This design comes from an exercise in tuning for small area on the open sky130 flow, not from production work.
RTL that was checked went through simulation tests only; none was proved equivalent to the original.
For run 4, only the layout was checked, not whether the RTL still works.
Power is estimated from default activity; no workload was simulated. The flow treats the clock pin as an ideal source, which a real chip does not have.

==> flow/design.v <==
module e1_realign (
    input  wire        clk,
    input  wire        rst,         
    input  wire        set_valid,   
    input  wire [15:0] set_nbits,
    input  wire        in_valid,
    input  wire [7:0]  in_byte,
    output reg         out_valid,
    output reg  [7:0]  out_byte
);
    reg [7:0]   offset;             
    reg [4:0]   zl;                 
    wire clr = rst | set_valid;
    reg  [3:0]  c4;
    reg  [1:0]  c2;
    reg         c1;
    wire [7:0]  u4 = offset[2] ? {c4, in_byte[7:4]} : in_byte;
    wire [7:0]  u2 = offset[1] ? {c2, u4[7:2]}      : u4;
    wire [7:0]  u1 = offset[0] ? {c1, u2[7:1]}      : u2;
    reg  [127:0] s16;
    reg  [63:0]  s8;
    reg  [31:0]  s4;
    reg  [15:0]  s2;
    reg  [7:0]   s1;
    wire [7:0]  v16 = offset[7] ? s16[127:120] : u1;
    wire [7:0]  v8  = offset[6] ? s8[63:56]    : v16;
    wire [7:0]  v4  = offset[5] ? s4[31:24]    : v8;
    wire [7:0]  v2  = offset[4] ? s2[15:8]     : v4;
    wire [7:0]  v1  = offset[3] ? s1           : v2;
    always @(posedge clk) begin
        out_valid <= in_valid & ~rst;
        out_byte  <= (zl != 5'd0) ? 8'd0 : v1;
        if (in_valid) begin
            s16 <= {s16[119:0], u1};
            s8  <= {s8[55:0],   v16};
            s4  <= {s4[23:0],   v8};
            s2  <= {s2[7:0],    v4};
            s1  <= v2;
        end
        if (clr) begin
            c4 <= 4'd0;
            c2 <= 2'd0;
            c1 <= 1'b0;
        end else if (in_valid) begin
            c4 <= in_byte[3:0];
            c2 <= u4[1:0];
            c1 <= u2[0];
        end
        if (rst) begin
            offset <= 8'd0;
            zl     <= 5'd0;
        end else if (set_valid) begin
            offset <= set_nbits[7:0];
            zl     <= set_nbits[7:3];
        end else if (in_valid && zl != 5'd0) begin
            zl     <= zl - 5'd1;
        end
    end
endmodule
==> flow/run.sh <==
#!/bin/bash
# synth_recipe.tcl (not shown) runs the flow's synth.tcl, then flattens the netlist and writes it again
# the make line also repeats each setting of config.mk as NAME=value (left out here)
make -C /OpenROAD-flow-scripts/flow DESIGN_CONFIG=/design/flow/config.mk WORK_HOME=/design/flow/orfs CLKGATE_MAP_FILE= SYNTH_SCRIPT=/design/flow/synth_recipe.tcl finish
==> flow/config.mk <==
export PLATFORM = sky130hd
export DESIGN_NAME = e1_realign
export DESIGN_NICKNAME = e1_realign
export VERILOG_FILES = /design/flow/design.v
export SDC_FILE = /design/flow/constraint.sdc
export NUM_CORES = 4
export LEC_CHECK = 0
export ABC_AREA = 1
export CAP_MARGIN = 20
export CORE_MARGIN = 2
export CORE_UTILIZATION = 55
export SLEW_MARGIN = 20
==> flow/constraint.sdc <==
create_clock -name core_clock -period 10.0 [get_ports {clk}]
set_input_delay 2.0000 -clock core_clock [delete_from_list [all_inputs] [get_ports {clk}]]
set_output_delay 2.0000 -clock core_clock [all_outputs]
set_load 0.01 [all_outputs]
==> reports/metrics.yaml, run 1 <==
sta:
  report.final.hold_viol_count: 0
  fmax_mhz: 295
  min_period_ps: 3390
  finalClockSkew_ps: 24.5
  worst_pin_slew_ps: 826
  tns_ps: 0
  fin_ws_ps: 6610
  slew_violations: 0
  maxSlewHeadroom: 0.449
  setup_viol: 0
  fin_crit_sh: 0.339
  rsz0062_at_grt: "no"
critical_path:
  crit_type: "flip-flop to output pin"
  critPathSlowestCell: "clkdlybuf4s50_1"
  path_max_fanout: 1
  slowest_delay_ps: 550
  crit_buf_inv: 1
  required_ps: 8000
  cp.arrival_ps: 1390
  end_kind: "output pin"
  rrSetupSlack_ps: 8100
  cp_top_family: "buffers and inverters"
  start_kind: "flip-flop"
  crit_chain: "clkdlybuf4s50_1"
cts:
  hold_buffers: 0
  cts.sinks: 277
  clk_pin_slew_ps: 60
  cts_max_level: 1
  cts_root_buf: "clkbuf_16"
  cts_buffers: 27
  clockBufferDepth: 3
  cts_resized: 0
  cts_setup_buffers: 0
  tritoncts: "yes"
  clk_latency_ps: 530
synthesis:
  syn_inst: 571
  synth-async-reset-ratio: 0
  synth_enable_flop_cells: 248
  netlist_area_um2: 9440
  synth_seq_cells: 277
  syn-num-nets: 600
  synthDistinctLibCells: 27
  synth-seq-area-share: 0.850
  synth_top_flop_cell: "edfxtp_1"
  yosysWarningCount: 1
  syn_area_per_cell_um2: 16.5
detailed_routing:
  ant_nets: 0
  dr.pass1.iters: 5
  drc_errors: 0
  via_per_inst: 5.24
  routed-wl-met2_um: 6180
  top_layer: "met4"
  wl_per_cell_um: 16.4
  wl_met3_um: 675
  m1WireLength_um: 6850
  vias: 4487
  wirelength_um: 14100
  drt_iter0_markers: 338
layout:
  post-route-util: 0.650
  register_area_um2: 8030
  layout-area-overhead-vs-synth_pct: 15.1
  nFillCells: 1212
  drive_above_1_share: 0.127
  multi_input_area_um2: 1210
  diodes: 0
  nets: 646
  fin_area_um2: 10900
place:
  dp_slack_ps: 5960
  gp_congestion: 0.877
  dp_hpwl_um: 8040
  port_buffers: 28
  placed_cell_area_um2: 9950
run_status:
  status: "no timing/DRC/antenna violations"
pwr:
  leakagePower_nw: 4.05
  power_density_nw_per_um2: 235
  total_power_w: 0.00255
  ir_drop_uv: 155
global_route:
  overflow: 0
  first_global_vias: 4344
  antenna_found_initial: 0
  grt_usage: 0.159
  grt_pass1_wl_um: 22600
  grt_max_degree: 99
worst_hold_path:
  hold_class: "flip-flop to flip-flop"
floorplan:
  die_h_um: 135
  start_util: 0.565
  fp-row-count: 47
  die_x_um: 135
  die_area_um2: 18200
  ios: 37
  coreArea_um2: 16700
job:
  cap_violations: 0
==> state kept, by name, indices dropped and copies added (netlist names) <==
signal     flops
s8            64
s4            32
s1             8
c2             2
c1             1
out_valid      1
out_byte       8
offset         8
s16          128
s2            16
zl             5
c4             4
==> area by class of cell <==
cell class,instances,area share
multi-input cells,245,0.112
clock buffers,31,0.0636
flip-flops and latches,277,0.739
repair buffers,30,0.0280
clock inverters,17,0.0200
inverters,36,0.0124
well taps,220,0.0253
==> stage by stage <==
| stage | cells | hold slack, ps |
|---|---|---|
| 2_1_floorplan | 571 | 400 |
| 3_3_place_gp | 808 | 403 |
| 3_5_place_dp | 808 | 405 |
| 4_1_cts | 856 | 418 |
| 5_1_grt | 856 | 420 |
| 6_report | 856 | 414 |
==> placed cells by master (no fill, tap or decap), types with 8 or more instances in the layout <==
cell,count
nand2_1,93
nand3_2,12
nand3_1,62
inv_2,10
inv_1,26
edfxtp_1,248
and2_1,8
clkbuf_16,27
clkdlybuf4s50_1,27
nor2_1,20
dfxtp_1,29
or2_2,16
==> layer usage <==
layer | global-route usage | vias to the layer above
met4 | 0.0463 | 0
li1 | - | 2160
met2 | 0.233 | 110
met5 | 0 | -
met1 | 0.243 | 2188
met3 | 0.0360 | 29
==> Yosys cell counts, types with 2 or more instances <==
cell type	count	share of area
nand2_1	93	0.037
buf_1	2	0.00080
clkbuf_1	4	0.0016
or2_2	16	0.011
o22ai_1	5	0.0033
edfxtp_1	248	0.79
dfxtp_1	29	0.061
o21ai_1	6	0.0032
inv_1	26	0.010
buf_2	5	0.0027
nand3_1	62	0.033
nor2_1	20	0.0080
and2_1	8	0.0053
a31oi_1	2	0.0013
a21oi_1	6	0.0032
inv_2	10	0.0040
o21ai_0	5	0.0027
o211ai_1	3	0.0024
nand3_2	12	0.013
or2_1	2	0.0013
==> where the power goes <==
group / leakage (nW) / total (W) / switching (W) / internal (W)
Combinational: 0.935 / 0.000134 / 0.0000876 / 0.0000468
Clock: 0.441 / 0.00103 / 0.000404 / 0.000624
Sequential: 2.67 / 0.00139 / 0.0000256 / 0.00136
Total: 4.05 / 0.00255 / 0.000517 / 0.00203
==> kinds of logic after synthesis <==
kind of cell,after synthesis,synth area share
flip-flops,277,0.850
XOR/XNOR,1,0.000928
adder cells (fa/ha/maj),1,0.00133
AND/OR/NAND/NOR,215,0.109
buffers and inverters,49,0.0213
AO/OA/AOI/OAI,28,0.0168
==> worst paths after layout <==
check	depth (start not counted)	end	from
min reg2reg	0	s16[59]$_DFFE_PP_	s16[51]$_DFFE_PP_
max	1	out_valid	out_valid$_DFF_P_
max reg2reg	8	s1[5]$_DFFE_PP_	offset[1]$_SDFFE_PP0P_
min	0	s16[59]$_DFFE_PP_	s16[51]$_DFFE_PP_
==> inputs of run 2 (changes only) <==
--- a/flow/config.mk
+++ b/flow/config.mk
@@ -9,4 +9,7 @@
 export CAP_MARGIN = 20
 export CORE_MARGIN = 2
 export CORE_UTILIZATION = 55
+export CTS_BUF_LIST = sky130_fd_sc_hd__clkbuf_8
+export CTS_CLUSTER_DIAMETER = 60
+export CTS_CLUSTER_SIZE = 20
 export SLEW_MARGIN = 20
==> run 2 against run 1 <==
  * Still clean
  * First-iteration DRC count increased by 22%
  * Worst setup slack got worse by 14 ps
  * Via count decreased by 1.0%
  * Critical path type unchanged
  * Largest cell class unchanged
==> reports/metrics.yaml, run 2 <==
run_status:
  status: "no timing/DRC/antenna violations"  # unchanged
synthesis:
  netlist_area_um2: 9440  # unchanged
  synth_enable_flop_cells: 248  # unchanged
  yosysWarningCount: 1  # unchanged
  yosysMostFrequentCell: "edfxtp_1"  # unchanged
  synth-seq-area-share: 0.850  # unchanged
  synthDistinctLibCells: 27  # unchanged
  synth_seq_cells: 277  # unchanged
  synth_top_area_cell: "edfxtp_1"  # unchanged
  syn_inst: 571  # unchanged
  synth-async-reset-ratio: 0  # unchanged
  yosysTopAreaCellShare: 0.789  # unchanged
  synth_commonest_cells: "248 x edfxtp_1, 93 x nand2_1, 62 x nand3_1, 29 x dfxtp_1, 26 x inv_1"  # unchanged
  synth.area.top_cells: "edfxtp_1 79%, dfxtp_1 6.1%, nand2_1 3.7%"  # unchanged
  syn_area_per_cell_um2: 16.5  # unchanged
  syn-num-nets: 600  # unchanged
  synth_top_flop_cell: "edfxtp_1"  # unchanged
sta:
  report.final.hold_viol_count: 0  # unchanged
  finalClockSkew_ps: 30.3  # was 24.5 ps
  fin_crit_sh: 0.340  # was 0.339
  fin_ws_ps: 6600  # was 6610 ps
  slew_violations: 0  # unchanged
  tns_ps: 0  # unchanged
  fmax_mhz: 294  # was 295 MHz
  rsz0062_at_grt: "no"  # unchanged
  maxSlewHeadroom: 0.446  # was 0.449
  worst_pin_slew_ps: 830  # was 826 ps
  setup_viol: 0  # unchanged
  min_period_ps: 3400  # was 3390 ps
layout:
  largest_register: "s16"  # unchanged
  post-route-util: 0.617  # was 0.650
  register_area_um2: 8030  # unchanged
  final-instance-count-excl-fill: 840  # was 856
  nets: 637  # was 646
  layout-area-overhead-vs-synth_pct: 9.08  # was 15.1%
  layout_commonest_cell: "edfxtp_1"  # unchanged
  nFillCells: 1261  # was 1,212
  mostFrequentLayoutCells: "248 x edfxtp_1, 93 x nand2_1, 62 x nand3_1"  # unchanged
  top_regs: "s16 x128, s8 x64, s4 x32"  # unchanged
  diodes: 0  # unchanged
  multi_input_area_um2: 1210  # unchanged
  drive_above_1_share: 0.106  # was 0.127
  largest_reg_flops: 128  # unchanged
detailed_routing:
  wl_per_cell_um: 16.5  # was 16.4 um
  wirelength_um: 13800  # was 14,100 um
  drc_errors: 0  # unchanged
  via_per_inst: 5.29  # was 5.24
  vias: 4441  # was 4,487
  ant_nets: 0  # unchanged
  dr.pass1.iters: 4  # was 5
  drt_iter0_markers: 413  # was 338
cts:
  cts_buffers: 18  # was 27
  cts_max_level: 1  # unchanged
  clockBufferDepth: 3  # unchanged
  cts.sinks: 277  # unchanged
  tritoncts: "yes"  # unchanged
  clk_pin_slew_ps: 120  # was 60 ps
  clk_latency_ps: 540  # was 530 ps
  hold_buffers: 0  # unchanged
  cts_resized: 0  # unchanged
  cts_root_buf: "clkbuf_8"  # was clkbuf_16
  cts_setup_buffers: 0  # unchanged
critical_path:
  crit_chain: "clkdlybuf4s50_1"  # unchanged
  cp_top_family: "buffers and inverters"  # unchanged
  cp.arrival_ps: 1400  # was 1390 ps
  crit_buf_inv: 1  # unchanged
  start_kind: "flip-flop"  # unchanged
  path_max_fanout: 1  # unchanged
  critPathSlowestCell: "clkdlybuf4s50_1"  # unchanged
  crit_type: "flip-flop to output pin"  # unchanged
  required_ps: 8000  # about the same
  end_kind: "output pin"  # unchanged
  slowest_delay_ps: 550  # about the same
  rrSetupSlack_ps: 8090  # was 8100 ps
floorplan:
  start_util: 0.565  # unchanged
  ios: 37  # unchanged
  die_x_um: 135  # unchanged
  fp-row-count: 47  # unchanged
  coreArea_um2: 16700  # unchanged
  die_area_um2: 18200  # unchanged
  die_h_um: 135  # unchanged
place:
  port_buffers: 28  # unchanged
  gp_congestion: 0.877  # unchanged
  place_inst: 808  # unchanged
  dp_hpwl_um: 8040  # unchanged
  dp_slack_ps: 5960  # unchanged
global_route:
  grt_max_degree: 99  # unchanged
  antenna_found_initial: 0  # unchanged
  grt_usage: 0.155  # was 0.159
  grt_pass1_wl_um: 22000  # was 22,600 um
  first_global_vias: 4223  # was 4,344
  overflow: 0  # unchanged
job:
  cap_violations: 0  # unchanged
pwr:
  total_power_w: 0.00206  # was 0.00255 W
  power_density_nw_per_um2: 200  # was 235 nW/um2
  leakagePower_nw: 3.81  # was 4.05 nW
  ir_drop_uv: 122  # was 155 uV
worst_hold_path:
  hold_class: "flip-flop to flip-flop"  # unchanged
-- run 2: cell type report --
| type | instances | share of cell area |
|---|---|---|
| flip-flops and latches | 277 | 0.780 |
| multi-input cells | 245 | 0.118 |
| clock inverters | 14 | 0.00936 |
| clock buffers | 18 | 0.0241 |
| well taps | 220 | 0.0267 |
| repair buffers | 30 | 0.0295 |
| inverters | 36 | 0.0131 |
-- run 2: final timing paths --
| kind | startpoint | to | cells after the start |
|---|---|---|---|
| min reg2reg | s16[112]$_DFFE_PP_ | s16[120]$_DFFE_PP_ | 0 |
| max | out_valid$_DFF_P_ | out_valid | 1 |
| min | s16[112]$_DFFE_PP_ | s16[120]$_DFFE_PP_ | 0 |
| max reg2reg | offset[1]$_SDFFE_PP0P_ | out_byte[5]$_SDFF_PN0_ | 10 |
-- run 2: logic make-up (layout without fill, tap and decap cells) --
family	Yosys count	in the layout	synth area share
AOI/OAI and AO/OA	28	28	0.0168
and+or+nand+nor	215	215	0.109
adders and majority gates	1	1	0.00133
DFF	277	277	0.850
buffers and inverters	49	98	0.0213
xor gates and xnor gates	1	1	0.000928
-- run 2: per-layer routing --
layer	global-route usage	share of wire
met1	0.244	0.49
met2	0.225	0.44
met3	0.0263	0.045
met4	0.0480	0.021
met5	0	0
-- run 2: stage by stage --
step / cell area, um2 / hold WS (ps)
3_5_place_dp: 9950 / 405
2_1_floorplan: 9440 / 400
3_3_place_gp: 9950 / 403
5_1_grt: 10300 / 432
4_1_cts: 10300 / 422
6_report: 10300 / 424
-- run 2: power by group --
part | total [W] | internal, W | switching (W)
registers | 0.00139 | 0.00136 | 0.0000255
clock network | 0.000536 | 0.000202 | 0.000333
logic | 0.000134 | 0.0000468 | 0.0000875
total | 0.00206 | 0.00161 | 0.000447
==> inputs of run 3 (changes only) <==
==> flow/flow/run.sh (new file) <==
#!/bin/bash
# The standard layout (the standard.sh) with two changes:
#  - ports are buffered with the smallest buffer, sky130_fd_sc_hd__buf_1;
#  - clock tree synthesis builds the tree from small clock buffers and adds
#    no dummy loads.
# Synthesis, floorplan, power grid, placement and routing are the standard ones.
set -euo pipefail
export BUFFER_PORTS_ARGS="-buffer_cell sky130_fd_sc_hd__buf_1"
export CTS_ARGS="-sink_clustering_enable -repair_clock_nets -dont_use_dummy_load -buf_list {sky130_fd_sc_hd__clkbuf_16} -sink_clustering_size 30 -sink_clustering_max_diameter 60"
bash standard.sh finish > standard_make.log 2>&1
==> flow/standard.sh (new file) <==
#!/bin/bash
# synth_recipe.tcl (not shown) runs the flow's synth.tcl, then flattens the netlist and writes it again
# the make line also repeats each setting of config.mk as NAME=value (left out here)
make -C /OpenROAD-flow-scripts/flow DESIGN_CONFIG=/design/flow/config.mk WORK_HOME=/design/flow/orfs CLKGATE_MAP_FILE= SYNTH_SCRIPT=/design/flow/synth_recipe.tcl "${@:-finish}"
--- a/flow/config.mk
+++ b/flow/config.mk
@@ -9,7 +9,4 @@
 export CAP_MARGIN = 20
 export CORE_MARGIN = 2
 export CORE_UTILIZATION = 55
-export CTS_BUF_LIST = sky130_fd_sc_hd__clkbuf_8
-export CTS_CLUSTER_DIAMETER = 60
-export CTS_CLUSTER_SIZE = 20
 export SLEW_MARGIN = 20
removed: flow/run.sh
==> run 3 against run 2 <==
  * Power up 3.0%
  * Worst setup slack got worse by 940 ps
  * Flip-flop and latch count unchanged
  * Fmax is 22% lower
  * Worst hold slack got worse by 22 ps
  * Cell area fell by 1.1%
  * Clock skew increased by 17 ps
  * First-iteration DRC count shrank 13%
  * Final cell count decreased by 1.8%
  * Synthesized area stayed put
  * Highest routed layer unchanged
==> reports/metrics.yaml, run 3 <==
run_status:
  status: "no timing/DRC/antenna violations"  # unchanged
synthesis:
  synth.area.top_cells: "edfxtp_1 79%, dfxtp_1 6.1%, nand2_1 3.7%"  # unchanged
  synth-seq-area-share: 0.850  # unchanged
  synth_top_flop_cell: "edfxtp_1"  # unchanged
  synthAdderAreaFrac: 0.00133  # unchanged
  syn-num-nets: 600  # unchanged
  syn_area_per_cell_um2: 16.5  # unchanged
  synth_seq_cells: 277  # unchanged
  synth_top_area_cell: "edfxtp_1"  # unchanged
  synth_top_family_by_area: "simple AND/OR/NAND/NOR gates"  # unchanged
  synth_mux_area_frac: 0  # unchanged
  yosysTopAreaCellShare: 0.789  # unchanged
  synth_commonest_cells: "248 x edfxtp_1, 93 x nand2_1, 62 x nand3_1, 29 x dfxtp_1, 26 x inv_1"  # unchanged
  syn_inst: 571  # unchanged
  netlist_area_um2: 9440  # unchanged
  synth_compound_area_frac: 0.0168  # unchanged
  yosysMostFrequentCell: "edfxtp_1"  # unchanged
  synth-simple-area-share: 0.109  # unchanged
  synth_enable_flop_cells: 248  # unchanged
  synth-async-reset-ratio: 0  # unchanged
  synth_xor_area_frac: 0.000928  # unchanged
  synthDistinctLibCells: 27  # unchanged
  yosysWarningCount: 1  # unchanged
critical_path:
  cp_top_family: "buffers and inverters"  # unchanged
  reg2regPathDepth: 8  # was 10
  start_kind: "input pin"  # was flip-flop
  r2r_start: "offset[1]$_SDFFE_PP0P_"  # unchanged
  startpoint: "in_valid"  # was out_valid$_DFF_P_
  crit_buf_inv: 4  # was 1
  rrSetupSlack_ps: 8080  # was 8090 ps
  path_max_fanout: 61  # was 1
  crit_chain: "clkbuf_4 > buf_4 > buf_4 > nand2_1 > o21ai_0 > o21ai_0 > o21ai_1 > inv_1"  # was clkdlybuf4s50_1
  critPathSlowestCell: "buf_4"  # was clkdlybuf4s50_1
  end_kind: "flip-flop"  # was output pin
  required_ps: 10360  # was 8000 ps
  rr_endpoint: "s1[5]$_DFFE_PP_"  # was out_byte[5]$_SDFF_PN0_
  slowest_delay_ps: 720  # was 550 ps
  cp.arrival_ps: 4700  # was 1400 ps
  crit_type: "input pin to flip-flop"  # was flip-flop to output pin
sta:
  fmax_mhz: 230  # was 294 MHz
  rsz0062_at_grt: "no"  # unchanged
  tns_ps: 0  # unchanged
  report.final.hold_viol_count: 0  # unchanged
  setup_viol: 0  # unchanged
  min_period_ps: 4340  # was 3400 ps
  worst_pin_slew_ps: 808  # was 830 ps
  slew_violations: 0  # unchanged
  fin_crit_sh: 0.434  # was 0.340
  finalClockSkew_ps: 46.9  # was 30.3 ps
  maxSlewHeadroom: 0.461  # was 0.446
layout:
  multi_input_area_um2: 1210  # unchanged
  post-route-util: 0.610  # was 0.617
  layout-area-overhead-vs-synth_pct: 7.89  # was 9.08%
  largest_reg_flops: 128  # unchanged
  layout_commonest_cell: "edfxtp_1"  # unchanged
  diodes: 0  # unchanged
  nets: 636  # was 637
  drive_above_1_share: 0.0975  # was 0.106
  largest_register: "s16"  # unchanged
  register_area_um2: 8030  # unchanged
  top_regs: "s16 x128, s8 x64, s4 x32"  # unchanged
  final-instance-count-excl-fill: 825  # was 840
  nFillCells: 1259  # was 1,261
  mostFrequentLayoutCells: "248 x edfxtp_1, 93 x nand2_1, 62 x nand3_1"  # unchanged
cts:
  cts.sinks: 277  # unchanged
  hold_buffers: 0  # unchanged
  tritoncts: "yes"  # unchanged
  cts_resized: 0  # unchanged
  clockBufferDepth: 3  # unchanged
  cts_max_level: 1  # unchanged
  cts_setup_buffers: 0  # unchanged
  clk_latency_ps: 490  # was 540 ps
  clk_pin_slew_ps: 80  # was 120 ps
  cts_buffers: 16  # was 18
  cts_root_buf: "clkbuf_16"  # was clkbuf_8
global_route:
  grt_usage: 0.155  # about the same
  overflow: 0  # unchanged
  antenna_found_initial: 0  # unchanged
  grt_pass1_wl_um: 22100  # was 22,000 um
  first_global_vias: 4216  # was 4,223
  grt_max_degree: 96  # was 99
job:
  cap_violations: 0  # unchanged
floorplan:
  die_x_um: 135  # unchanged
  start_util: 0.565  # unchanged
  die_h_um: 135  # unchanged
  die_area_um2: 18200  # unchanged
  coreArea_um2: 16700  # unchanged
  ios: 37  # unchanged
  fp-row-count: 47  # unchanged
pwr:
  leakagePower_nw: 3.73  # was 3.81 nW
  ir_drop_uv: 152  # was 122 uV
  power_density_nw_per_um2: 208  # was 200 nW/um2
worst_hold_path:
  min_from: "s16[40]$_DFFE_PP_"  # was s16[112]$_DFFE_PP_
  min_to: "s16[48]$_DFFE_PP_"  # was s16[120]$_DFFE_PP_
  hold_class: "flip-flop to flip-flop"  # unchanged
  hold_depth: 0  # unchanged
detailed_routing:
  ant_nets: 0  # unchanged
  drt_iter0_markers: 359  # was 413
  drc_errors: 0  # unchanged
  wl_per_cell_um: 16.6  # was 16.5 um
  dr.pass1.iters: 5  # was 4
  via_per_inst: 5.36  # was 5.29
  wirelength_um: 13700  # was 13,800 um
  vias: 4419  # was 4,441
place:
  place_inst: 809  # was 808
  port_buffers: 28  # unchanged
  dp_hpwl_um: 8300  # was 8040 um
  gp_congestion: 0.855  # was 0.877
[run 3: worst max-delay path by stage]
stage | cells after the start | end | slack (ps)
final | 8 | zl[2]$_SDFFE_PP0P_ | 5660
after global routing | 8 | zl[2]$_SDFFE_PP0P_ | 5460
after CTS | 8 | zl[2]$_SDFFE_PP0P_ | 5700
after detailed placement | 8 | zl[2]$_SDFFE_PP0P_ | 5200
after floorplan | 7 | s2[1]$_DFFE_PP_ | 7110
after global placement | 8 | zl[2]$_SDFFE_PP0P_ | 5390
[run 3: final cells by class]
| class | instances | area share |
|---|---|---|
| Sequential cell | 277 | 0.788 |
| Multi-Input combinational cell | 245 | 0.119 |
| Timing Repair Buffer | 31 | 0.0133 |
| Inverter | 36 | 0.0133 |
| Clock buffer | 16 | 0.0393 |
| Tap cell | 220 | 0.0270 |
[run 3: power breakdown]
group / internal (W) / switching (W) / total (W)
Clock: 0.000286 / 0.000321 / 0.000607
Combinational: 0.0000357 / 0.0000884 / 0.000124
Sequential: 0.00136 / 0.0000256 / 0.00139
[run 3: cells by family after synthesis]
kind of cell | after synthesis
xor+xnor | 1
flops | 277
compound gates | 28
buf+inv | 49
fa+ha+maj | 1
simple gates | 215
[run 3: metrics by stage]
stage	setup WS [ps]	power [W]	hold slack [ps]	area, um2
detailed placement	5200	0.00154	405	9780
finish	5660	0.00212	403	10200
CTS	5700	0.00214	404	10200
floorplan	7110	0.00148	400	9440
global route	5460	0.00220	402	10200
global placement	5390	0.00153	402	9780
[run 3: routing by layer]
layer | wire [um] | up-vias | GRT usage | share of wire
met5 | 0 | - | 0 | 0
met4 | 282 | 0 | 0.0370 | 0.021
met3 | 660 | 23 | 0.0315 | 0.048
met2 | 6200 | 106 | 0.235 | 0.45
met1 | 6590 | 2178 | 0.237 | 0.48
li1 | - | 2112 | - | -
==> inputs of run 4 (changes only) <==
==> flow/design.v (replaced) <==
module e1_realign (
    input  wire        clk,
    input  wire        rst,         
    input  wire        set_valid,   
    input  wire [15:0] set_nbits,
    input  wire        in_valid,
    input  wire [7:0]  in_byte,
    output reg         out_valid,
    output reg  [7:0]  out_byte
);
    reg [7:0]   offset;             
    reg [255:0] hist;               
    wire [263:0] window  = {hist, in_byte};
    wire [263:0] shifted = window >> offset;
    always @(posedge clk) begin
        if (rst) begin
            offset    <= 8'd0;
            hist      <= 256'd0;
            out_valid <= 1'b0;
        end else begin
            out_valid <= 1'b0;
            if (set_valid) begin
                offset <= set_nbits[7:0];
                hist   <= 256'd0;
            end else if (in_valid) begin
                hist      <= window[255:0];
                out_byte  <= shifted[7:0];
                out_valid <= 1'b1;
            end
        end
    end
endmodule
==> flow/run.sh (new file) <==
#!/bin/bash
# synth_recipe.tcl (not shown) runs the flow's synth.tcl, then flattens the netlist and writes it again
# the make line also repeats each setting of config.mk as NAME=value (left out here)
make -C /OpenROAD-flow-scripts/flow DESIGN_CONFIG=/design/flow/config.mk WORK_HOME=/design/flow/orfs CLKGATE_MAP_FILE= SYNTH_SCRIPT=/design/flow/synth_recipe.tcl finish
--- a/flow/config.mk
+++ b/flow/config.mk
@@ -5,8 +5,7 @@
 export SDC_FILE = /design/flow/constraint.sdc
 export NUM_CORES = 4
 export LEC_CHECK = 0
-export ABC_AREA = 1
 export CAP_MARGIN = 20
 export CORE_MARGIN = 2
-export CORE_UTILIZATION = 55
+export CORE_UTILIZATION = 40
 export SLEW_MARGIN = 20
removed: flow/flow/run.sh
removed: flow/standard.sh
==> run 4 against run 3 <==
  * Clock power grew 96%
  * Combinational power grew to 3.3 times the previous value
  * Non-clock buffer count grew 31
  * Fmax shrank 14%
  * Global-route usage increased by 9.4 points
  * Synthesized area is 130% higher
  * Register-to-register slack worse by 3100 ps
  * First-iteration DRC count rose to 7.3 times the previous value
  * Cell area is 130% higher
  * Largest power group is now clock
  * Highest routed layer unchanged
==> reports/metrics.yaml, run 4 <==
cts:
  cts_buffers: 31  # was 16
  cts_setup_buffers: 0  # unchanged
  cts_max_level: 1  # unchanged
  hold_buffers: 0  # unchanged
  cts_resized: 0  # unchanged
  cts_root_buf: "clkbuf_16"  # unchanged
  clockBufferDepth: 3  # unchanged
  clk_latency_ps: 600  # was 490 ps
  tritoncts: "yes"  # unchanged
  clk_pin_slew_ps: 60  # was 80 ps
  cts.sinks: 272  # was 277
detailed_routing:
  dr.pass1.iters: 6  # was 5
  drc_errors: 0  # unchanged
  vias: 18295  # was 4,419
  via_per_inst: 6.66  # was 5.36
  wirelength_um: 71100  # was 13,700 um
  ant_nets: 0  # unchanged
  drt_iter0_markers: 2628  # was 359
  wl_per_cell_um: 25.9  # was 16.6 um
sta:
  report.final.hold_viol_count: 0  # unchanged
  setup_viol: 0  # unchanged
  slew_violations: 0  # unchanged
  min_period_ps: 5070  # was 4340 ps
  fmax_mhz: 197  # was 230 MHz
  rsz0062_at_grt: "no"  # unchanged
  worst_pin_slew_ps: 1290  # was 808 ps
  fin_crit_sh: 0.507  # was 0.434
  finalClockSkew_ps: 26.0  # was 46.9 ps
  tns_ps: 0  # unchanged
  maxSlewHeadroom: 0.138  # was 0.461
synthesis:
  synth_seq_cells: 272  # was 277
  netlist_area_um2: 21700  # was 9440 um2
  synth_top_flop_cell: "dfxtp_1"  # was edfxtp_1
  synthDistinctLibCells: 71  # was 27
  synth-async-reset-ratio: 0  # unchanged
  yosysMostFrequentCell: "mux2i_1"  # was edfxtp_1
  synth_top_area_cell: "dfxtp_1"  # was edfxtp_1
  yosysWarningCount: 1  # unchanged
  syn-num-nets: 2181  # was 600
  synth_enable_flop_cells: 8  # was 248
  synth.area.top_cells: "dfxtp_1 24%, mux4_2 23%, mux2i_1 21%"  # was edfxtp_1 79%, dfxtp_1 6.1%, nand2_1 3.7%
  yosysTopAreaCellShare: 0.243  # was 0.789
  synth_commonest_cells: "460 x mux2i_1, 330 x nor2_1, 264 x dfxtp_1, 224 x mux4_2, 151 x nand2_1"  # was 248 x edfxtp_1, 93 x nand2_1, 62 x nand3_1, 29 x dfxtp_1, 26 x inv_1
  syn_area_per_cell_um2: 10.1  # was 16.5 um2
  synth-seq-area-share: 0.254  # was 0.850
  syn_inst: 2153  # was 571
layout:
  mostFrequentLayoutCells: "460 x mux2i_1, 329 x nor2_1, 258 x dfxtp_1"  # was 248 x edfxtp_1, 93 x nand2_1, 62 x nand3_1
  drive_above_1_share: 0.182  # was 0.0975
  layout-area-overhead-vs-synth_pct: 6.73  # was 7.89%
  fin_area_um2: 23200  # was 10,200 um2
  largest_reg_flops: 255  # was 128
  diodes: 0  # unchanged
  layout_commonest_cell: "mux2i_1"  # was edfxtp_1
  final-instance-count-excl-fill: 2749  # was 825
  top_regs: "hist x255, offset x8, out_byte x8"  # was s16 x128, s8 x64, s4 x32
  post-route-util: 0.431  # was 0.610
  nets: 2061  # was 636
  largest_register: "hist"  # was s16
floorplan:
  coreArea_um2: 53800  # was 16,700 um2
  start_util: 0.404  # was 0.565
  die_area_um2: 56200  # was 18,200 um2
  die_h_um: 237  # was 135 um
  ios: 37  # unchanged
  fp-row-count: 85  # was 47
  die_x_um: 237  # was 135 um
critical_path:
  slowest_delay_ps: 900  # was 720 ps
  crit_chain: "buf_4 > buf_4 > mux4_2 > mux2i_1 > nor2_1 > a21oi_1 > o21ai_0 > o311ai_0 > o221ai_1"  # was clkbuf_4 > buf_4 > buf_4 > nand2_1 > o21ai_0 > o21ai_0 > o21ai_1 > inv_1
  start_kind: "flip-flop"  # was input pin
  rrSetupSlack_ps: 4930  # was 8080 ps
  required_ps: 10190  # was 10,360 ps
  crit_type: "flip-flop to flip-flop"  # was input pin to flip-flop
  cp.arrival_ps: 5260  # was 4700 ps
  critPathSlowestCell: "dfxtp_4"  # was buf_4
  end_kind: "flip-flop"  # unchanged
  path_max_fanout: 60  # was 61
  cpMostUsedCell: "buf_4"
global_route:
  grt_use_met2: 0.375  # was 0.235
  first_global_vias: 17717  # was 4,216
  grtUsageMet1: 0.343  # was 0.237
  top_usage_layer: "met2"  # was met1
  antenna_found_initial: 0  # unchanged
  overflow: 0  # unchanged
  grt_max_degree: 167  # was 96
  grt_usage: 0.249  # was 0.155
  met3_usage: 0.0611  # was 0.0315
  grt_pass1_wl_um: 111000  # was 22,100 um
place:
  dp_hpwl_um: 47300  # was 8300 um
  port_buffers: 28  # unchanged
  gp_congestion: 1.00  # was 0.855
  place_inst: 2696  # was 809
  placed_cell_area_um2: 22100  # was 9780 um2
pwr:
  p_switching_w: 0.000763  # was 0.000435 W
  switching_share: 0.281  # was 0.206
  leakagePower_nw: 8.13  # was 3.73 nW
  clkPwrFrac: 0.437  # was 0.287
  power_density_nw_per_um2: 117  # was 208 nW/um2
  p_int_w: 0.00195  # was 0.00168 W
  ir_drop_uv: 110  # was 152 uV
  pwr-share-comb: 0.151  # was 0.059
  p_seq_frac: 0.412  # was 0.654
job:
  cap_violations: 0  # unchanged
worst_hold_path:
  hold_class: "flip-flop to flip-flop"  # unchanged
run_status:
  status: "no timing/DRC/antenna violations"  # unchanged
## run 4: cell families after synthesis
kind of cell           share of synthesized area
buffers and inverters                     0.0503
AO/OA/AOI/OAI                              0.104
AND/OR/NAND/NOR                            0.117
flip-flops                                 0.254
multiplexers                               0.475
## run 4: worst max-delay path, delay by kind of cell, from the launching register on
kind,cells,cell delay [ps]
AOI/OAI and AO/OA,4,1480
buffers and inverters,2,1530
DFF,1,900
muxes,2,630
and+or+nand+nor,1,50
## run 4: worst paths after layout
check,cells past startpoint,to,start
min reg2reg,2,hist[253]$_SDFFE_PP0P_,hist[253]$_SDFFE_PP0P_
max reg2reg,9,out_byte[6]$_DFFE_PP_,offset[1]$_SDFFE_PP0P_
min,2,hist[253]$_SDFFE_PP0P_,hist[253]$_SDFFE_PP0P_
max,9,out_byte[6]$_DFFE_PP_,offset[1]$_SDFFE_PP0P_
## run 4: layer usage
layer / share of wire / vias up
li1: - / 7998
met1: 0.41 / 9005
met2: 0.44 / 1060
met3: 0.10 / 232
met4: 0.044 / 0
met5: 0 / -
## run 4: layout make-up
type,count,area [um2]
clock buffers,39,856
clock inverters,14,194
fillers,5124,30600
inverters,7,28.8
multi-input cells,1659,15100
flip-flops and latches,272,5540
well taps,696,871
repair buffers,62,586
## run 4: through the flow
stage	power (W)	hold WS [ps]	setup WS, ps
2_1_floorplan	0.00144	454	6070
3_3_place_gp	0.00153	483	4430
3_5_place_dp	0.00154	489	4330
4_1_cts	0.00273	506	4950
5_1_grt	0.00279	520	4670
6_report	0.00271	498	4930
## run 4: power by group through the flow
stage,clock network [W],logic [W],registers (W)
finish,0.00119,0.000411,0.00112
detailed placement,0,0.000396,0.00114
CTS,0.00121,0.000397,0.00112
global placement,0,0.000393,0.00114
floorplan,0,0.000313,0.00112
global route,0.00125,0.000425,0.00112
==> inputs of run 5 (changes only) <==
==> flow/design.v (replaced) <==
module e1_realign (
    input  wire        clk,
    input  wire        rst,         
    input  wire        set_valid,   
    input  wire [15:0] set_nbits,
    input  wire        in_valid,
    input  wire [7:0]  in_byte,
    output reg         out_valid,
    output reg  [7:0]  out_byte
);
    reg [7:0]   offset;             
    reg [4:0]   zl;                 
    wire clr = rst | set_valid;
    reg  [3:0]  c4;                 
    reg  [1:0]  c2_n;               
    reg         c1;                 
    wire [7:0]  u4_n, u2, u1_n;
    e1_realign_muxi8 m_u4 (.s(offset[2]), .a(in_byte), .b({c4,   in_byte[7:4]}), .y(u4_n));
    e1_realign_muxi8 m_u2 (.s(offset[1]), .a(u4_n),    .b({c2_n, u4_n[7:2]}),    .y(u2));
    e1_realign_muxi8 m_u1 (.s(offset[0]), .a(u2),      .b({c1,   u2[7:1]}),      .y(u1_n));
    reg  [127:0] s16_n;             
    reg  [63:0]  s8;                
    reg  [31:0]  s4_n;              
    reg  [15:0]  s2;                
    reg  [7:0]   s1_n;              
    wire [7:0]  v16, v8_n, v4, v2_n, v1;
    e1_realign_muxi8 m_v16 (.s(offset[7]), .a(u1_n), .b(s16_n[127:120]), .y(v16));
    e1_realign_muxi8 m_v8  (.s(offset[6]), .a(v16),  .b(s8[63:56]),      .y(v8_n));
    e1_realign_muxi8 m_v4  (.s(offset[5]), .a(v8_n), .b(s4_n[31:24]),    .y(v4));
    e1_realign_muxi8 m_v2  (.s(offset[4]), .a(v4),   .b(s2[15:8]),       .y(v2_n));
    e1_realign_muxi8 m_v1  (.s(offset[3]), .a(v2_n), .b(s1_n),           .y(v1));
    always @(posedge clk) begin
        out_valid <= in_valid & ~rst;
        out_byte  <= (zl != 5'd0) ? 8'd0 : v1;
        if (in_valid) begin
            s16_n <= {s16_n[119:0], u1_n};
            s8    <= {s8[55:0],     v16};
            s4_n  <= {s4_n[23:0],   v8_n};
            s2    <= {s2[7:0],      v4};
            s1_n  <= v2_n;
        end
        if (clr) begin
            c4   <= 4'd0;
            c2_n <= 2'b11;
            c1   <= 1'b0;
        end else if (in_valid) begin
            c4   <= in_byte[3:0];
            c2_n <= u4_n[1:0];
            c1   <= u2[0];
        end
        if (rst) begin
            offset <= 8'd0;
            zl     <= 5'd0;
        end else if (set_valid) begin
            offset <= set_nbits[7:0];
            zl     <= set_nbits[7:3];
        end else if (in_valid && zl != 5'd0) begin
            zl     <= zl - 5'd1;
        end
    end
endmodule
module e1_realign_muxi8 (
    input  wire       s,
    input  wire [7:0] a,
    input  wire [7:0] b,
    output wire [7:0] y
);
    assign y = ~(s ? b : a);
endmodule
==> flow/flow/run.sh (new file) <==
#!/bin/bash
# The standard layout (the standard.sh) with two changes:
#  - ports are buffered with the smallest buffer, sky130_fd_sc_hd__buf_1;
#  - clock tree synthesis builds the tree from small clock buffers and adds
#    no dummy loads.
# Synthesis, floorplan, power grid, placement and routing are the standard ones.
set -euo pipefail
export BUFFER_PORTS_ARGS="-buffer_cell sky130_fd_sc_hd__buf_1"
export CTS_ARGS="-sink_clustering_enable -repair_clock_nets -dont_use_dummy_load -buf_list {sky130_fd_sc_hd__clkbuf_8} -sink_clustering_size 16 -sink_clustering_max_diameter 60"
bash standard.sh finish > standard_make.log 2>&1
==> flow/standard.sh (new file) <==
#!/bin/bash
# synth_recipe.tcl (not shown) runs the flow's synth.tcl, then flattens the netlist and writes it again
# the make line also repeats each setting of config.mk as NAME=value (left out here)
make -C /OpenROAD-flow-scripts/flow DESIGN_CONFIG=/design/flow/config.mk WORK_HOME=/design/flow/orfs CLKGATE_MAP_FILE= SYNTH_SCRIPT=/design/flow/synth_recipe.tcl "${@:-finish}"
--- a/flow/config.mk
+++ b/flow/config.mk
@@ -7,5 +7,7 @@
 export LEC_CHECK = 0
 export CAP_MARGIN = 20
 export CORE_MARGIN = 2
-export CORE_UTILIZATION = 40
+export CORE_UTILIZATION = 55
 export SLEW_MARGIN = 20
+export SYNTH_HIERARCHICAL = 1
+export SYNTH_MINIMUM_KEEP_SIZE = 0
removed: flow/run.sh
==> run 5 against run 4 <==
  * Still clean
  * Sequential power up 23%
  * Worst setup slack better by 930 ps
  * First-iteration DRC count down 87%
  * Die area down 68%
  * Non-clock buffer count down 30
  * Synthesized cell count down 80%
  * Critical path type is now input pin to flip-flop
  * Critical endpoint is now s16_n[54]$_DFFE_PP_
  * Highest routed layer unchanged
==> reports/metrics.yaml, run 5 <==
run_status:
  status: "no timing/DRC/antenna violations"  # unchanged
synthesis:
  yosysTopAreaCellShare: 0.807  # was 0.243
  synth_enable_flop_cells: 248  # was 8
  synth.area.top_cells: "edfxtp_1 81%, mux2i_1 8.2%, dfxtp_1 6.3%"  # was dfxtp_1 24%, mux4_2 23%, mux2i_1 21%
  synthAdderAreaFrac: 0.00136  # was 0
  syn_inst: 423  # was 2,153
  synth_compound_area_frac: 0.00949  # was 0.104
  yosysMostFrequentCell: "edfxtp_1"  # was mux2i_1
  synth_top_flop_cell: "edfxtp_1"  # was dfxtp_1
  synth-async-reset-ratio: 0  # unchanged
  yosysWarningCount: 7  # was 1
  netlist_area_um2: 9230  # was 21,700 um2
  synth_xor_area_frac: 0  # unchanged
  synth-simple-area-share: 0.0240  # was 0.117
  syn_area_per_cell_um2: 21.8  # was 10.1 um2
  syn-num-nets: 452  # was 2,181
  synth-seq-area-share: 0.870  # was 0.254
  synth_mux_area_frac: 0.0824  # was 0.475
  synth_commonest_cells: "248 x edfxtp_1, 76 x mux2i_1, 29 x dfxtp_1, 13 x nor2_1, 10 x nand2_1"  # was 460 x mux2i_1, 330 x nor2_1, 264 x dfxtp_1, 224 x mux4_2, 151 x nand2_1
  synth_top_area_cell: "edfxtp_1"  # was dfxtp_1
  synthDistinctLibCells: 29  # was 71
  synth_top_family_by_area: "multiplexers"  # unchanged
  synth_seq_cells: 277  # was 272
critical_path:
  start_kind: "input pin"  # was flip-flop
  cp.arrival_ps: 4280  # was 5260 ps
  required_ps: 10130  # was 10,190 ps
  path_max_fanout: 70  # was 60
  rrSetupSlack_ps: 7320  # was 4930 ps
  crit_type: "input pin to flip-flop"  # was flip-flop to flip-flop
  end_kind: "flip-flop"  # unchanged
detailed_routing:
  dr.pass1.iters: 4  # was 6
  wl_per_cell_um: 18.1  # was 25.9 um
  drc_errors: 0  # unchanged
  drt_iter0_markers: 352  # was 2,628
  wirelength_um: 12400  # was 71,100 um
  vias: 3710  # was 18.3k
  via_per_inst: 5.42  # was 6.66
  ant_nets: 0  # unchanged
layout:
  final-instance-count-excl-fill: 685  # was 2,749
  layout-area-overhead-vs-synth_pct: 6.51  # was 6.73%
  top_regs: "s16_n x128, s8 x64, s4_n x32"  # was hist x255, offset x8, out_byte x8
  drive_above_1_share: 0.0817  # was 0.182
  diodes: 0  # unchanged
  post-route-util: 0.597  # was 0.431
  mostFrequentLayoutCells: "248 x edfxtp_1, 76 x mux2i_1, 29 x dfxtp_1"  # was 460 x mux2i_1, 329 x nor2_1, 258 x dfxtp_1
  layout_commonest_cell: "edfxtp_1"  # was mux2i_1
  nets: 496  # was 2,061
  largest_reg_flops: 128  # was 255
  largest_register: "s16_n"  # was hist
floorplan:
  coreArea_um2: 16500  # was 53,800 um2
  ios: 37  # unchanged
  die_area_um2: 17800  # was 56,200 um2
  die_h_um: 134  # was 237 um
  fp-row-count: 47  # was 85
  start_util: 0.560  # was 0.404
  die_x_um: 134  # was 237 um
sta:
  rsz0062_at_grt: "no"  # unchanged
  maxSlewHeadroom: 0.404  # was 0.138
  fmax_mhz: 241  # was 197 MHz
  min_period_ps: 4140  # was 5070 ps
  report.final.hold_viol_count: 0  # unchanged
  finalClockSkew_ps: 50.0  # was 26.0 ps
  fin_crit_sh: 0.414  # was 0.507
  worst_pin_slew_ps: 895  # was 1290 ps
  setup_viol: 0  # unchanged
  tns_ps: 0  # unchanged
  slew_violations: 0  # unchanged
pwr:
  ir_drop_uv: 130  # was 110 uV
  p_switching_w: 0.000402  # was 0.000763 W
  leakagePower_nw: 3.26  # was 8.13 nW
  p_seq_frac: 0.699  # was 0.412
  switching_share: 0.203  # was 0.281
  p_int_w: 0.00158  # was 0.00195 W
  power_density_nw_per_um2: 201  # was 117 nW/um2
  clkPwrFrac: 0.254  # was 0.437
  pwr-share-comb: 0.047  # was 0.151
cts:
  hold_buffers: 0  # unchanged
  cts_root_buf: "clkbuf_8"  # was clkbuf_16
  cts.sinks: 277  # was 272
  cts_max_level: 1  # unchanged
  clockBufferDepth: 3  # unchanged
  cts_buffers: 21  # was 31
  cts_resized: 0  # unchanged
  tritoncts: "yes"  # unchanged
  cts_setup_buffers: 0  # unchanged
  clk_latency_ps: 530  # was 600 ps
  clk_pin_slew_ps: 100  # was 60 ps
place:
  dp_hpwl_um: 7110  # was 47,300 um
  port_buffers: 28  # unchanged
  gp_congestion: 0.771  # was 1.00
  place_inst: 664  # was 2,696
job:
  cap_violations: 0  # unchanged
global_route:
  grt_max_degree: 71  # was 167
  grt_pass1_wl_um: 19600  # was 111,000 um
  grt_usage: 0.140  # was 0.249
  first_global_vias: 3691  # was 17.7k
  overflow: 0  # unchanged
  antenna_found_initial: 0  # unchanged
worst_hold_path:
  hold_class: "flip-flop to flip-flop"  # unchanged
==> run 5: kinds of logic after synthesis <==
| family | Yosys count |
|---|---|
| flip-flops | 277 |
| multiplexers | 76 |
| AND/OR/NAND/NOR | 41 |
| buffers and inverters | 15 |
| AO/OA/AOI/OAI | 13 |
| adder cells (fa/ha/maj) | 1 |
==> run 5: Yosys stat by module (local to each module, per instance) <==
module / area (um2) / cells inside / times used / flip-flops and latches
e1_realign_muxi8: 91.3 / 9 / 8 / 0
e1_realign: 8500 / 351 / 1 / 277
==> run 5: worst max-delay path, cell delays in order <==
cell      delay (ps)
clkbuf_4         690
buf_4            730
buf_4            780
==> run 5: layer usage <==
| metal | part of all wire | GRT usage | wire length [um] |
|---|---|---|---|
| met1 | 0.49 | 0.217 | 6050 |
| met3 | 0.059 | 0.0316 | 729 |
| met4 | 0.018 | 0.0491 | 229 |
| met5 | 0 | 0 | 0 |
| met2 | 0.43 | 0.199 | 5390 |
==> run 5: worst paths after layout <==
kind,from,end,cells after the start
worst max-delay path,in_valid,s16_n[54]$_DFFE_PP_,3
worst min-delay path,s16_n[49]$_DFFE_PP_,s16_n[57]$_DFFE_PP_,0
worst max register to register,offset[2]$_SDFFE_PP0P_,out_byte[5]$_SDFF_PP0_,9
worst min register to register,s16_n[49]$_DFFE_PP_,s16_n[57]$_DFFE_PP_,0
==> run 5: per-stage QoR <==
stage	hold WS, ps	worst slack, ps	total power [W]	cell area (um2)
floorplan	400	6770	0.00145	9230
global placement	402	5450	0.00150	9540
detailed placement	405	5290	0.00150	9540
CTS	387	5870	0.00201	9830
global route	389	5640	0.00206	9830
finish	373	5860	0.00198	9830
==> run 5: area by class of cell <==
class	count	area, um2
sequential	277	8030
fill	1199	6640
multi-input combinational	131	1080
clock buffer	21	289
tap	220	275
timing repair buffer	32	139
inverter	4	15.0
==> run 5: power groups by stage <==
| stage | clock (W) | combinational, W | sequential [W] |
|---|---|---|---|
| 2_1_floorplan | 0 | 0.0000559 | 0.00140 |
| 3_3_place_gp | 0 | 0.0000890 | 0.00141 |
| 3_5_place_dp | 0 | 0.0000942 | 0.00141 |
| 4_1_cts | 0.000529 | 0.0000947 | 0.00139 |
| 5_1_grt | 0.000567 | 0.000104 | 0.00139 |
| 6_report | 0.000502 | 0.0000931 | 0.00138 |
==> inputs of run 6 (changes only) <==
==> flow/flow/run.sh (replaced) <==
#!/bin/bash
# The standard layout (the standard.sh) with two changes:
#  - ports are buffered with the smallest buffer, sky130_fd_sc_hd__buf_1;
#  - clock tree synthesis builds the tree from small clock buffers and adds
#    no dummy loads.
# Synthesis, floorplan, power grid, placement and routing are the standard ones.
set -euo pipefail
export BUFFER_PORTS_ARGS="-buffer_cell sky130_fd_sc_hd__buf_1"
export CTS_ARGS="-sink_clustering_enable -repair_clock_nets -dont_use_dummy_load -buf_list {sky130_fd_sc_hd__clkbuf_16} -sink_clustering_size 35 -sink_clustering_max_diameter 100 -root_buf sky130_fd_sc_hd__clkbuf_8 -tree_buf sky130_fd_sc_hd__clkbuf_8"
bash standard.sh finish > standard_make.log 2>&1
==> run 6 against run 5 <==
  * Core utilization decreased by 0.29 points
  * Synthesized cell count is the same
  * Fmax rose by 0.66%
  * Clock power shrank 6.8%
  * Worst hold slack better by 53 ps
  * Non-clock buffer count did not move
  * Critical path depth is the same
  * Highest routed layer unchanged
==> reports/metrics.yaml, run 6 <==
layout:
  post-route-util: 0.594  # was 0.597
  drive_above_1_share: 0.0615  # was 0.0817
  largest_register: "s16_n"  # unchanged
  nets: 486  # was 496
  layout-area-overhead-vs-synth_pct: 5.99  # was 6.51%
  layout_commonest_cell: "edfxtp_1"  # unchanged
  top_regs: "s16_n x128, s8 x64, s4_n x32"  # unchanged
  mostFrequentLayoutCells: "248 x edfxtp_1, 76 x mux2i_1, 29 x dfxtp_1"  # unchanged
  diodes: 0  # unchanged
  largest_reg_flops: 128  # unchanged
sta:
  setup_viol: 0  # unchanged
  min_period_ps: 4120  # was 4140 ps
  finalClockSkew_ps: 9.79  # was 50.0 ps
  rsz0062_at_grt: "no"  # unchanged
  slew_violations: 0  # unchanged
  report.final.hold_viol_count: 0  # unchanged
  worst_pin_slew_ps: 867  # was 895 ps
  tns_ps: 0  # unchanged
  fin_crit_sh: 0.412  # was 0.414
  fmax_mhz: 243  # was 241 MHz
  maxSlewHeadroom: 0.422  # was 0.404
cts:
  cts_resized: 0  # unchanged
  cts.sinks: 277  # unchanged
  cts_max_level: 1  # unchanged
  clk_pin_slew_ps: 120  # was 100 ps
  clk_latency_ps: 490  # was 530 ps
  tritoncts: "yes"  # unchanged
  clockBufferDepth: 3  # unchanged
  hold_buffers: 0  # unchanged
  cts_buffers: 11  # was 21
  cts_setup_buffers: 0  # unchanged
  cts_root_buf: "clkbuf_8"  # unchanged
pwr:
  leakagePower_nw: 3.23  # was 3.26 nW
  power_density_nw_per_um2: 199  # was 201 nW/um2
  ir_drop_uv: 154  # was 130 uV
critical_path:
  rrSetupSlack_ps: 7330  # was 7320 ps
  required_ps: 10130  # about the same
  r2r_start: "offset[2]$_SDFFE_PP0P_"  # unchanged
  crit_type: "input pin to flip-flop"  # unchanged
  end_kind: "flip-flop"  # unchanged
  rr_endpoint: "out_byte[0]$_SDFF_PP0_"  # was out_byte[5]$_SDFF_PP0_
  cp.arrival_ps: 4240  # was 4280 ps
  start_kind: "input pin"  # unchanged
  path_max_fanout: 70  # unchanged
  reg2regPathDepth: 9  # unchanged
floorplan:
  start_util: 0.560  # unchanged
  fp-row-count: 47  # unchanged
  ios: 37  # unchanged
  die_h_um: 134  # unchanged
  die_area_um2: 17800  # unchanged
  coreArea_um2: 16500  # unchanged
  die_x_um: 134  # unchanged
synthesis:
  yosysTopAreaCellShare: 0.807  # unchanged
  synthAdderAreaFrac: 0.00136  # unchanged
  synth_top_family_by_area: "multiplexers"  # unchanged
  synth-simple-area-share: 0.0240  # unchanged
  syn_inst: 423  # unchanged
  synth-seq-area-share: 0.870  # unchanged
  syn-num-nets: 452  # unchanged
  synth_top_area_cell: "edfxtp_1"  # unchanged
  syn_area_per_cell_um2: 21.8  # unchanged
  synth_commonest_cells: "248 x edfxtp_1, 76 x mux2i_1, 29 x dfxtp_1, 13 x nor2_1, 10 x nand2_1"  # unchanged
  synth_mux_area_frac: 0.0824  # unchanged
  synth_enable_flop_cells: 248  # unchanged
  netlist_area_um2: 9230  # unchanged
  synth.area.top_cells: "edfxtp_1 81%, mux2i_1 8.2%, dfxtp_1 6.3%"  # unchanged
  synth_compound_area_frac: 0.00949  # unchanged
  synth-async-reset-ratio: 0  # unchanged
  yosysWarningCount: 7  # unchanged
  synthDistinctLibCells: 29  # unchanged
  synth_seq_cells: 277  # unchanged
  synth_xor_area_frac: 0  # unchanged
  yosysMostFrequentCell: "edfxtp_1"  # unchanged
  synth_top_flop_cell: "edfxtp_1"  # unchanged
detailed_routing:
  drt_iter0_markers: 298  # was 352
  dr.pass1.iters: 4  # unchanged
  vias: 3656  # was 3,710
  routed-wl-met2_um: 5330  # was 5390 um
  wl_met3_um: 449  # was 729 um
  top_layer: "met4"  # unchanged
  m1WireLength_um: 6000  # was 6050 um
  wirelength_um: 12000  # was 12,400 um
  ant_nets: 0  # unchanged
  via_per_inst: 5.42  # about the same
  wl_per_cell_um: 17.8  # was 18.1 um
  drc_errors: 0  # unchanged
global_route:
  grt_max_degree: 71  # unchanged
  antenna_found_initial: 0  # unchanged
  overflow: 0  # unchanged
  grt_pass1_wl_um: 19100  # was 19,600 um
  first_global_vias: 3577  # was 3,691
  grt_usage: 0.135  # was 0.140
worst_hold_path:
  min_from: "s8[53]$_DFFE_PP_"  # was s16_n[49]$_DFFE_PP_
  min_to: "s8[61]$_DFFE_PP_"  # was s16_n[57]$_DFFE_PP_
  hold_depth: 0  # unchanged
  hold_class: "flip-flop to flip-flop"  # unchanged
run_status:
  status: "no timing/DRC/antenna violations"  # unchanged
place:
  port_buffers: 28  # unchanged
  dp_hpwl_um: 7110  # unchanged
  gp_congestion: 0.771  # unchanged
job:
  cap_violations: 0  # unchanged
## run 6: changes by cell type in the layout (fill, tap and decap cells not counted), sizes merged
cell    change
clkbuf     -10
## run 6: stage by stage
step	instance area, um2	hold WS, ps	power [W]	cells	worst slack (ps)
6_report	9780	426	0.00194	675	5880
5_1_grt	9780	434	0.00202	675	5630
4_1_cts	9780	426	0.00197	675	5850
3_5_place_dp	9540	405	0.00150	664	5290
3_3_place_gp	9540	402	0.00150	664	5450
2_1_floorplan	9230	400	0.00145	423	6770
## run 6: critical path, cell delays in order
cell and delay [ps]:
clkbuf_4 660, buf_4 740, buf_4 770
## run 6: area by class of cell
class / instances / area [um2]
fill: 1204 / 6690
clock buffer: 11 / 241
multi-input combinational: 131 / 1080
tap: 220 / 275
timing repair buffer: 32 / 139
inverter: 4 / 15.0
sequential: 277 / 8030
## run 6: worst max path at each step
stage / endpoint / slack, ps / start
5_1_grt: s8[27]$_DFFE_PP_ / 5630 / in_valid
3_3_place_gp: s2[6]$_DFFE_PP_ / 5450 / in_valid
3_5_place_dp: s2[6]$_DFFE_PP_ / 5290 / in_valid
6_report: s4_n[14]$_DFFE_PP_ / 5880 / in_valid
2_1_floorplan: out_byte[0]$_SDFF_PP0_ / 6770 / in_byte[7]
4_1_cts: s4_n[14]$_DFFE_PP_ / 5850 / in_valid
## run 6: Yosys stat by module, one instance, submodules excluded
module / area, um2 / flops+latches / cells inside
e1_realign: 8500 / 277 / 351
e1_realign_muxi8: 91.3 / 0 / 9
## run 6: kinds of logic (layout without fill, tap and decap cells)
family | after synthesis | after routing
adders and majority gates | 1 | 1
AOI/OAI and AO/OA | 13 | 13
buffers and inverters | 15 | 47
muxes | 76 | 76
DFF | 277 | 277
and+or+nand+nor | 41 | 41
## run 6: routing by layer
| metal | up-vias | GRT usage |
|---|---|---|
| li1 | 1689 | - |
| met1 | 1897 | 0.212 |
| met2 | 56 | 0.200 |
| met3 | 14 | 0.0232 |
| met4 | 0 | 0.0349 |
| met5 | - | 0 |
## run 6: power by group
part           leakage, nW  internal, W   total, W  switching (W)
clock network        0.120     0.000174   0.000468       0.000294
registers             2.66      0.00135    0.00138      0.0000294
logic                0.445    0.0000336  0.0000928      0.0000592
==> inputs of run 7 (changes only) <==
==> flow/flow/run.sh (replaced) <==
#!/bin/bash
# The standard layout (the standard.sh) with two changes:
#  - ports are buffered with the smallest buffer, sky130_fd_sc_hd__buf_1;
#  - clock tree synthesis builds the tree from small clock buffers and adds
#    no dummy loads.
# Synthesis, floorplan, power grid, placement and routing are the standard ones.
set -euo pipefail
export BUFFER_PORTS_ARGS="-buffer_cell sky130_fd_sc_hd__buf_1"
export CTS_ARGS="-sink_clustering_enable -repair_clock_nets -dont_use_dummy_load -buf_list {sky130_fd_sc_hd__clkbuf_16} -sink_clustering_size 35 -sink_clustering_max_diameter 100"
bash standard.sh finish > standard_make.log 2>&1
==> run 7 against run 6 <==
  * Still clean
  * Cell area up 0.35%
  * First-iteration DRC count up 3.0%
  * Non-clock buffer count unchanged
==> reports/metrics.yaml, run 7 <==
critical_path:
  cp.depth: 3  # unchanged
  cp_top_family: "buffers and inverters"  # unchanged
  critPathSlowestCell: "buf_4"  # unchanged
  r2r_start: "offset[2]$_SDFFE_PP0P_"  # unchanged
  crit_type: "input pin to flip-flop"  # unchanged
  crit_buf_inv: 3  # unchanged
  rr_endpoint: "out_byte[3]$_SDFF_PP0_"  # was out_byte[0]$_SDFF_PP0_
  rrSetupSlack_ps: 7320  # was 7330 ps
  end_kind: "flip-flop"  # unchanged
  cp.arrival_ps: 4270  # was 4240 ps
  path_max_fanout: 70  # unchanged
  endpoint: "s16_n[93]$_DFFE_PP_"  # was s4_n[14]$_DFFE_PP_
  reg2regPathDepth: 9  # unchanged
  crit_chain: "clkbuf_4 > buf_4 > buf_4"  # unchanged
  required_ps: 10100  # was 10,130 ps
  start_kind: "input pin"  # unchanged
  startpoint: "in_valid"  # unchanged
  cpMostUsedCell: "buf_4"  # unchanged
  slowest_delay_ps: 770  # about the same
pwr:
  clkPwrFrac: 0.252  # was 0.241
  power_density_nw_per_um2: 201  # was 199 nW/um2
  pwr-share-comb: 0.047  # was 0.048
  p_seq_frac: 0.701  # was 0.712
  p_int_w: 0.00159  # was 0.00156 W
  leakagePower_nw: 3.24  # was 3.23 nW
  p_switching_w: 0.000386  # was 0.000383 W
  ir_drop_uv: 154  # about the same
  switching_share: 0.196  # was 0.197
detailed_routing:
  ant_nets: 0  # unchanged
  via_per_inst: 5.39  # was 5.42
  wirelength_um: 12100  # was 12,000 um
  vias: 3640  # was 3,656
  dr.pass1.iters: 4  # unchanged
  drt_iter0_markers: 307  # was 298
  wl_per_cell_um: 17.9  # was 17.8 um
  drc_errors: 0  # unchanged
layout:
  top_regs: "s16_n x128, s8 x64, s4_n x32"  # unchanged
  diodes: 0  # unchanged
  drive_above_1_share: 0.0615  # unchanged
  layout-area-overhead-vs-synth_pct: 6.36  # was 5.99%
  mostFrequentLayoutCells: "248 x edfxtp_1, 76 x mux2i_1, 29 x dfxtp_1"  # unchanged
  largest_register: "s16_n"  # unchanged
  nets: 486  # unchanged
  layout_commonest_cell: "edfxtp_1"  # unchanged
  largest_reg_flops: 128  # unchanged
floorplan:
  die_area_um2: 17800  # unchanged
  fp-row-count: 47  # unchanged
  die_h_um: 134  # unchanged
  start_util: 0.560  # unchanged
  ios: 37  # unchanged
  die_x_um: 134  # unchanged
  coreArea_um2: 16500  # unchanged
sta:
  tns_ps: 0  # unchanged
  fin_crit_sh: 0.417  # was 0.412
  maxSlewHeadroom: 0.423  # was 0.422
  slew_violations: 0  # unchanged
  worst_pin_slew_ps: 866  # was 867 ps
  fin_hold_ws_ps: 428  # was 426 ps
  finalClockSkew_ps: 13.9  # was 9.79 ps
  fin_ws_ps: 5830  # was 5880 ps
  rsz0062_at_grt: "no"  # unchanged
  fmax_mhz: 240  # was 243 MHz
  report.final.hold_viol_count: 0  # unchanged
  setup_viol: 0  # unchanged
  min_period_ps: 4170  # was 4120 ps
place:
  port_buffers: 28  # unchanged
  gp_congestion: 0.771  # unchanged
  dp_hpwl_um: 7110  # unchanged
  dp_slack_ps: 5290  # unchanged
cts:
  cts_buffers: 11  # unchanged
  clk_pin_slew_ps: 120  # about the same
  cts_resized: 0  # unchanged
  cts_setup_buffers: 0  # unchanged
  cts_max_level: 1  # unchanged
  clockBufferDepth: 3  # unchanged
  cts.sinks: 277  # unchanged
  tritoncts: "yes"  # unchanged
  clk_latency_ps: 470  # was 490 ps
  hold_buffers: 0  # unchanged
  cts_root_buf: "clkbuf_16"  # was clkbuf_8
global_route:
  grt_usage: 0.136  # was 0.135
  overflow: 0  # unchanged
  grt_pass1_wl_um: 19200  # was 19,100 um
  grt_max_degree: 71  # unchanged
  first_global_vias: 3581  # was 3,577
  antenna_found_initial: 0  # unchanged
synthesis:
  synth_seq_cells: 277  # unchanged
  syn_area_per_cell_um2: 21.8  # unchanged
  synth_commonest_cells: "248 x edfxtp_1, 76 x mux2i_1, 29 x dfxtp_1, 13 x nor2_1, 10 x nand2_1"  # unchanged
  netlist_area_um2: 9230  # unchanged
  yosysTopAreaCellShare: 0.807  # unchanged
  yosysMostFrequentCell: "edfxtp_1"  # unchanged
  synth_top_area_cell: "edfxtp_1"  # unchanged
  syn-num-nets: 452  # unchanged
  synth_top_flop_cell: "edfxtp_1"  # unchanged
  synthDistinctLibCells: 29  # unchanged
  synth-async-reset-ratio: 0  # unchanged
  yosysWarningCount: 7  # unchanged
  synth-seq-area-share: 0.870  # unchanged
  synth_enable_flop_cells: 248  # unchanged
  syn_inst: 423  # unchanged
  synth.area.top_cells: "edfxtp_1 81%, mux2i_1 8.2%, dfxtp_1 6.3%"  # unchanged
worst_hold_path:
  hold_class: "flip-flop to flip-flop"  # unchanged
  min_from: "s8[53]$_DFFE_PP_"  # unchanged
run_status:
  status: "no timing/DRC/antenna violations"  # unchanged
job:
  cap_violations: 0  # unchanged
run 7: cell counts after synthesis:
Identical to the previous run, type by type.
run 7: logic make-up (layout without fill, tap and decap cells):
| logic type | after synthesis | after routing | share of synthesized area |
|---|---|---|---|
| AND/OR/NAND/NOR | 41 | 41 | 0.0240 |
| multiplexers | 76 | 76 | 0.0824 |
| buffers and inverters | 15 | 47 | 0.0127 |
| adder cells (fa/ha/maj) | 1 | 1 | 0.00136 |
| flip-flops | 277 | 277 | 0.870 |
| AO/OA/AOI/OAI | 13 | 13 | 0.00949 |
run 7: cell type report:
class | instances | area, um2
sequential | 277 | 8030
fill | 1198 | 6650
multi-input combinational | 131 | 1080
clock buffer | 11 | 275
tap | 220 | 275
timing repair buffer | 32 | 139
inverter | 4 | 15.0
run 7: how the worst min path moves through the flow:
stage / depth (start not counted) / endpoint
CTS: 0 / s16_n[112]$_DFFE_PP_
detailed placement: 0 / s16_n[53]$_DFFE_PP_
floorplan: 0 / s16_n[100]$_DFFE_PP_
global route: 0 / s4_n[8]$_DFFE_PP_
finish: 0 / s8[61]$_DFFE_PP_
global placement: 0 / s16_n[104]$_DFFE_PP_
run 7: worst reg2reg max path: stages (launching register included):
cell and delay, ps:
dfxtp_1 650, mux2i_1 330, mux2i_1 150, mux2i_1 410, mux2i_1 210, mux2i_1 260, mux2i_1 140, mux2i_1 180
mux2i_1 80, and2_2 180
run 7: per-stage QoR:
stage          total power (W)  utilization  area, um2  cells
2_1_floorplan          0.00145            -       9230    423
3_3_place_gp           0.00150        0.579       9540    664
3_5_place_dp           0.00150        0.579       9540    664
4_1_cts                0.00200        0.596       9810    675
5_1_grt                0.00205        0.596       9810    675
6_report               0.00198        0.596       9810    675
run 7: per-layer routing:
layer,wire (um),vias up,part of all wire,global-route usage
met2,5340,49,0.44,0.200
met5,0,-,0,0
met1,6060,1883,0.50,0.212
met4,267,0,0.022,0.0402
met3,389,16,0.032,0.0221
li1,-,1692,-,-
run 7: power groups by stage:
stage	Combinational (W)	Clock (W)	Sequential (W)
floorplan	0.0000559	0	0.00140
global placement	0.0000890	0	0.00141
detailed placement	0.0000942	0	0.00141
CTS	0.0000947	0.000521	0.00139
global route	0.000104	0.000554	0.00139
finish	0.0000930	0.000498	0.00138
run 7: per-module statistics from Yosys (local to each module, per instance):
module	flip-flops and latches	cells
e1_realign_muxi8	0	9
e1_realign	277	351

## port drivers added, routing unchanged
No port has a modelled driver above. Below, the same layouts with a new extraction and two added sets of constraints.
Step 1 (the two cells are an assumption about what drives the block):
set clk [get_ports {clk}]
set_driving_cell -lib_cell sky130_fd_sc_hd__clkbuf_16 $clk
set_driving_cell -lib_cell sky130_fd_sc_hd__buf_2 [delete_from_list [all_inputs] $clk]
Step 2 times the ports against the registers' clock, not the clock port: input delays grow and output delays shrink by t, the midpoint of the rising clock arrivals with the driver on.
Three values: ideal, step 1, step 2; two values: the first two.
| run | t (ns) | slack for setup (ns) | hold slack, ns | latest minus earliest clock arrival (ns) |
|---|---|---|---|---|
| run 1 | 0.565 | 6.610 / 6.564 / 6.129 | 0.414 / 0.414 / 0.414 | 0.025 / 0.025 |
| run 2 | 0.561 | 6.597 / 6.558 / 6.113 | 0.424 / 0.424 / 0.424 | 0.030 / 0.031 |
| run 3 | 0.507 | 5.659 / 5.676 / 5.169 | 0.403 / 0.403 / 0.403 | 0.048 / 0.048 |
| run 4 | 0.650 | 4.930 / 4.930 / 4.854 | 0.498 / 0.498 / 0.498 | 0.026 / 0.026 |
| run 5 | 0.546 | 5.856 / 5.870 / 5.324 | 0.373 / 0.373 / 0.373 | 0.050 / 0.050 |
| run 6 | 0.522 | 5.883 / 5.895 / 5.373 | 0.426 / 0.426 / 0.426 | 0.011 / 0.010 |
| run 7 | 0.502 | 5.832 / 5.848 / 5.346 | 0.428 / 0.428 / 0.428 | 0.015 / 0.015 |
After both steps setup and hold are still met in every run listed. For run 5, which loses most, drivers alone change the setup slack by +0.014 ns; drivers and shift together by -0.532 ns.
